Source: an optimization exercise on an open RTL-to-GDS flow (aim: small area, a short achievable clock period and few clock cycles). Production flows keep margins and buffers that such runs may drop.
In this exercise RTL edits were held to simulation tests only and were not proved equivalent to the original.
Power and IR drop assume default switching activity.

== xenon ==
==> flow/design.v (excerpt) <==
module epb (
    input  wire        clk,
    input  wire        rst,           
    input  wire        host_we,
    input  wire [4:0]  host_waddr,
    input  wire [31:0] host_wdata,
    input  wire [4:0]  host_raddr,
    output reg  [31:0] host_rdata,
    output wire        host_ready,    
    output wire        host_halted,   
    output wire        dev_req,
    output reg         dev_we,
    output wire [11:0] dev_addr,
    output reg  [15:0] dev_wdata,
    input  wire        dev_ack,
    input  wire [15:0] dev_rdata
);
For scale: roughly 2500 cells after synthesis, ~710 flip-flops, about 130 I/O pins.
Settings: LEC_CHECK=0, CAP_MARGIN=20, CORE_MARGIN=2, CORE_UTILIZATION=60, SETUP_SLACK_MARGIN=2.7, SLEW_MARGIN=20; clock period 8.0 ns.
run.sh (not shown) runs the stock make flow with config.mk's settings and CLKGATE_MAP_FILE= SYNTH_SCRIPT=/design/flow/synth_recipe.tcl, a recipe that flattens the netlist after the stock synthesis.
Testbench counts of xenon, summed over its fixed seeds: cycles 21,343.
> inputs changed (xenon -> violet)
Settings: CTS_CLUSTER_SIZE: unset -> 24; SETUP_SLACK_MARGIN: 2.7 -> 3; CTS_CLUSTER_DIAMETER: unset -> 100.
==> flow/flow/run.sh (new file) <==
#!/bin/bash
# Standard layout, with the ports buffered by buf_2 cells instead of the
# smallest-footprint buffer that buffer_ports picks by default.
set -euo pipefail
export BUFFER_PORTS_ARGS="-buffer_cell sky130_fd_sc_hd__buf_2"
bash standard.sh > standard_flow.log 2>&1
==> flow/standard.sh (new file) <==
#!/bin/bash
# synth_recipe.tcl (not shown) runs the flow's synth.tcl, then flattens the netlist and writes it again
# the make line also repeats each setting of config.mk as NAME=value (left out here)
make -C /OpenROAD-flow-scripts/flow DESIGN_CONFIG=/design/flow/config.mk WORK_HOME=/design/flow/orfs CLKGATE_MAP_FILE= SYNTH_SCRIPT=/design/flow/synth_recipe.tcl "${@:-finish}"
removed: flow/run.sh
- Compared with xenon, violet has extra setup slack.
- Switching share of total power sits higher in violet than in xenon.
- violet ends up with a total power that is 19% lower than in xenon.
- From xenon to violet the numbers moved as follows: count of vias placed by the detailed router dropped 174, combinational power climbed about 3%.
- Estimated wirelength of the detail-placed design of xenon is on par with violet.
- Going from xenon to violet, clock latency on the worst-skew pair shrinks by 0.03 ns.
- Changes observed in violet relative to xenon: worst hold slack picked up an extra 0.0098 ns, final core utilization dropped 2.5 points, total number of H-tree levels shows a reduction of 1.

Another version of the RTL of epb (not shown whole).
Size in the first run: roughly 2400 cells after synthesis, roughly 130 I/O pins, ~0.030 mm² of cells after synthesis.
==> flow/design.v (excerpt) <==
module epb (
    input  wire        clk,
    input  wire        rst,           
    input  wire        host_we,
    input  wire [4:0]  host_waddr,
    input  wire [31:0] host_wdata,
    input  wire [4:0]  host_raddr,
    output reg  [31:0] host_rdata,
    output wire        host_ready,    
    output wire        host_halted,   
    output wire        dev_req,
    output reg         dev_we,
    output wire [11:0] dev_addr,
    output reg  [15:0] dev_wdata,
    input  wire        dev_ack,
    input  wire [15:0] dev_rdata
);
==> flow/config.mk <==
export PLATFORM = sky130hd
export DESIGN_NAME = epb
export DESIGN_NICKNAME = epb
export VERILOG_FILES = /design/flow/design.v
export SDC_FILE = /design/flow/constraint.sdc
export NUM_CORES = 4
export LEC_CHECK = 0
export CAP_MARGIN = 20
export CORE_MARGIN = 2
export CORE_UTILIZATION = 66
export CTS_CLUSTER_DIAMETER = 100
export CTS_CLUSTER_SIZE = 24
export SETUP_SLACK_MARGIN = 3.2
export SLEW_MARGIN = 20
export SYNTH_HIERARCHICAL = 1
==> flow/constraint.sdc <==
create_clock -name core_clock -period 8.0 [get_ports {clk}]
set_input_delay 1.6000 -clock core_clock [delete_from_list [all_inputs] [get_ports {clk}]]
set_output_delay 1.6000 -clock core_clock [all_outputs]
set_load 0.01 [all_outputs]
standard.sh (not shown) runs the stock make flow with config.mk's settings and CLKGATE_MAP_FILE= SYNTH_SCRIPT=/design/flow/synth_recipe.tcl, a recipe that flattens the netlist after the stock synthesis.
==> flow/flow/run.sh <==
#!/bin/bash
# Standard layout, with the ports buffered by buf_2 cells instead of the
# smallest-footprint buffer that buffer_ports picks by default.
set -euo pipefail
export BUFFER_PORTS_ARGS="-buffer_cell sky130_fd_sc_hd__buf_2"
bash standard.sh > standard_flow.log 2>&1
Testbench counts at the start, summed over its fixed seeds: cycles 21,343.
Next try:
--- a/flow/config.mk
+++ b/flow/config.mk
@@ -10 +10 @@
-export CORE_UTILIZATION = 66
+export CORE_UTILIZATION = 60
@@ -13 +13 @@
-export SETUP_SLACK_MARGIN = 3.2
+export SETUP_SLACK_MARGIN = 3
@@ -15,0 +16 @@
+export TNS_END_PERCENT = 30
What happened: Setup slack gains 0.024 ns. Fmax came out higher by about 0.47%. Core utilization came out lower by 8.7 points. Die area came out higher by 9.8%. Via count came out lower by about 4.6%. Area after synthesis is unchanged. Register-to-register slack loses 0.17 ns. Total power is about the same. Sequential share of layout area came out higher by 1.2 points.
Next try:
--- a/flow/config.mk
+++ b/flow/config.mk
@@ -10 +10 @@
-export CORE_UTILIZATION = 60
+export CORE_UTILIZATION = 55
@@ -16 +15,0 @@
-export TNS_END_PERCENT = 30
- wire length increases by 2.4%
- global-route usage decreases by 3.1 points
- design area increases by 0.53%
- clock power increases by about 2%
- via count decreases by 1.2%
- cell count increases by 1.2%
- worst hold slack is worse by 0.0074 ns
- die area increases by 8.9%
- non-clock buffer count increases by 2
- critical path depth increases by 2
- sequential cell count stays the same
Next try:
--- a/flow/config.mk
+++ b/flow/config.mk
@@ -10 +10 @@
-export CORE_UTILIZATION = 55
+export CORE_UTILIZATION = 60
What happened: The changed run completed with no timing, DRC or antenna violations. Clock skew is about the same. Sequential cell count stays the same. Area after synthesis does not change. Clock power fell by about 3%. Cell area went down by about 0.9%. Sequential share of layout area came out higher by 0.51 points. Wire length shrinks by about 3.3%. Sequential power is about the same. Core utilization increases by 5.4 points. Cell count shrinks by about 1.6%.

zinc:
epb with an RTL version that a note above also has.
For scale: ~2,500 cells after synthesis, roughly 710 flip-flops, ~130 I/O pins, roughly 30,000 um^2 of cells after synthesis.
==> flow/design.v (excerpt) <==
module epb (
    input  wire        clk,
    input  wire        rst,           
    input  wire        host_we,
    input  wire [4:0]  host_waddr,
    input  wire [31:0] host_wdata,
    input  wire [4:0]  host_raddr,
    output reg  [31:0] host_rdata,
    output wire        host_ready,    
    output wire        host_halted,   
    output wire        dev_req,
    output reg         dev_we,
    output wire [11:0] dev_addr,
    output reg  [15:0] dev_wdata,
    input  wire        dev_ack,
    input  wire [15:0] dev_rdata
);
    localparam [3:0] OP_WRITE_REG = 4'h1;
    localparam [3:0] OP_READ_REG  = 4'h2;
    localparam [3:0] OP_READ_MAC  = 4'h3;
    localparam [3:0] OP_WAIT_IDLE = 4'h4;
    localparam [3:0] OP_SUBMIT    = 4'h5;
    localparam [3:0] OP_READ_CELL = 4'h6;
    localparam [3:0] OP_EN_WRITE  = 4'h7;
    localparam [3:0] OP_WR_CELL   = 4'h8;
    localparam [3:0] OP_DIS_WRITE = 4'h9;
    localparam [3:0] OP_DUMP      = 4'hA;
    localparam [3:0] OP_PROGRAM   = 4'hB;
    localparam [2:0] CMD_READ  = 3'd0;
    localparam [2:0] CMD_EWDS  = 3'd1;
    localparam [2:0] CMD_EWEN  = 3'd2;
    localparam [2:0] CMD_WRITE = 3'd3;
    localparam [2:0] OUT_OK      = 3'd1;
    localparam [2:0] OUT_TIMEOUT = 3'd2;
    localparam [2:0] OUT_BAD_OP  = 3'd3;
    localparam [2:0] OUT_BAD_ARG = 3'd4;
    localparam [2:0] S_SINGLE    = 3'd0;
    localparam [2:0] S_DUMP_PRE  = 3'd1;
    localparam [2:0] S_UNLOCK    = 3'd2;
    localparam [2:0] S_WRITE     = 3'd3;
    localparam [2:0] S_LOCK      = 3'd4;
    localparam [2:0] S_DUMP_POST = 3'd5;
    localparam [3:0] P_XFER    = 4'd0;    
    localparam [3:0] P_MACCMD  = 4'd1;    
    localparam [3:0] P_MACDATA = 4'd2;    
    localparam [3:0] P_PREWAIT = 4'd3;    
    localparam [3:0] P_DATA    = 4'd4;    
    localparam [3:0] P_ISSUE1  = 4'd5;    
    localparam [3:0] P_ISSUE2  = 4'd6;    
    localparam [3:0] P_BUSY    = 4'd7;    
    localparam [3:0] P_READ    = 4'd8;    
    localparam [3:0] P_CHECK   = 4'd9;    
    localparam [7:0] MAGIC = 8'hA5;
    reg [31:0]  req_r;
    reg [31:0]  arg_val;
    reg [47:0]  arg_mac;
    reg [31:0]  res_r;
    reg [31:0]  last_cmd;
    reg [255:0] pre_img;
    reg [255:0] post_img;
  ...
Settings: LEC_CHECK=0, CAP_MARGIN=20, CORE_MARGIN=2, CORE_UTILIZATION=60, CTS_CLUSTER_DIAMETER=100, CTS_CLUSTER_SIZE=24, SETUP_SLACK_MARGIN=3, SLEW_MARGIN=20; clock period 8.0 ns.
run.sh (not shown) runs the stock make flow with config.mk's settings and CLKGATE_MAP_FILE= SYNTH_SCRIPT=/design/flow/synth_recipe.tcl, a recipe that flattens the netlist after the stock synthesis.
Stock flow here: none of the scripts above is used.
Testbench counts of zinc, summed over its fixed seeds: cycles 21,343.
[inputs] maple vs zinc
# zinc
export LEC_CHECK = 0
export CAP_MARGIN = 20
export CORE_MARGIN = 2
export CORE_UTILIZATION = 60
export CTS_CLUSTER_DIAMETER = 100
export CTS_CLUSTER_SIZE = 24
export SETUP_SLACK_MARGIN = 3
export SLEW_MARGIN = 20
create_clock -name core_clock -period 8.0 [get_ports {clk}]
# maple
export LEC_CHECK = 0
export CAP_MARGIN = 20
export CORE_MARGIN = 2
export CORE_UTILIZATION = 60
export SETUP_SLACK_MARGIN = 3
export SLEW_MARGIN = 20
create_clock -name core_clock -period 8.0 [get_ports {clk}]
Notes after the runs:
When maple is set beside zinc, its utilization turns out to be 3.2 points larger. maple: clock network power consumption about 70% above zinc. Wire length of the first global-routing pass (maple vs. zinc) increases by a few percent. Of maple and zinc, it is maple that has the higher global-route usage.
[inputs] willow vs maple
# maple
export LEC_CHECK = 0
export CAP_MARGIN = 20
export CORE_MARGIN = 2
export CORE_UTILIZATION = 60
export SETUP_SLACK_MARGIN = 3
export SLEW_MARGIN = 20
create_clock -name core_clock -period 8.0 [get_ports {clk}]
# willow
export LEC_CHECK = 0
export CAP_MARGIN = 20
export CORE_MARGIN = 2
export CORE_UTILIZATION = 60
export SETUP_SLACK_MARGIN = 5
export SLEW_MARGIN = 20
create_clock -name core_clock -period 8.0 [get_ports {clk}]
[summary]
Result: PASS for each of maple and willow
Taking maple as the reference point, the peak supply drop of willow falls by 8.1%.
Taking maple as the reference point, the utilization of willow rises by 7.9 points.
In the metrics for maple and willow, the one carrying the higher summed area of non-filler cells in the final layout is willow.
The fraction of the cycle the final worst path needs number comes out higher for willow vs maple.
Looking at maple and willow, the proportion of power drawn by the clock network is a wash.
For willow, the worst setup path startpoint was host_raddr[0], unlike maple, where it was host_raddr[1].
Summary — proportion of total power due to net switching, willow relative to maple: higher, by 0.97 points.
The placer's final routability congestion estimate reported for willow is greater than that of maple by 0.024.
Compared with maple, in willow worst hold slack up 6.1 ps; peak per-stage delay on the critical path up 30 ps.
Between maple and willow, the flow reports global-route wire length before repair increasing by a little under 10%.

re-timing with driven ports:
Ports are ideal in the flow. The routed layouts listed here were re-timed in OpenROAD. Step 1 (the two cells are an assumption about what drives the block):
set clk [get_ports {clk}]
set_driving_cell -lib_cell sky130_fd_sc_hd__clkbuf_16 $clk
set_driving_cell -lib_cell sky130_fd_sc_hd__buf_2 [delete_from_list [all_inputs] $clk]
Step 2 adds t to the input delays and takes it off the output delays; t is the mean of the earliest and latest rising clock arrival at the registers after step 1. Input paths then give back, and output paths get back, about the clock's delay inside the block. Three values: no drivers, after step 1, after step 2; two values: the first two.
run	t, ns	slack for setup (ns)	hold slack, ns	worst setup path at the end	worst data-port slew with drivers (ns)
xenon	0.687	2.570 / 2.508 / 2.503	0.434 / 0.434 / 0.434	input to register	0.06
violet	0.659	2.753 / 2.687 / 2.547	0.444 / 0.444 / 0.444	input to register	0.18
the first run of note 2	0.651	2.876 / 2.822 / 2.822	0.444 / 0.444 / 0.444	input to output	0.14
the second run of note 2	0.663	2.900 / 2.872 / 2.823	0.449 / 0.449 / 0.449	input to register	0.12
the third run of note 2	0.652	2.901 / 2.855 / 2.787	0.441 / 0.441 / 0.441	input to register	0.14
the fourth run of note 2	0.662	2.974 / 2.939 / 2.800	0.453 / 0.453 / 0.453	input to register	0.11
zinc	0.667	2.647 / 2.601 / 2.504	0.455 / 0.455 / 0.455	input to register	0.06
maple	0.695	2.696 / 2.650 / 2.267	0.437 / 0.437 / 0.437	input to register	0.06
willow	0.705	2.648 / 2.533 / 2.533	0.443 / 0.443 / 0.443	input to output	0.23
After both steps every run listed still meets setup and hold. For maple, which loses most, drivers alone change the setup slack by -0.046 ns; drivers and shift together by -0.429 ns.
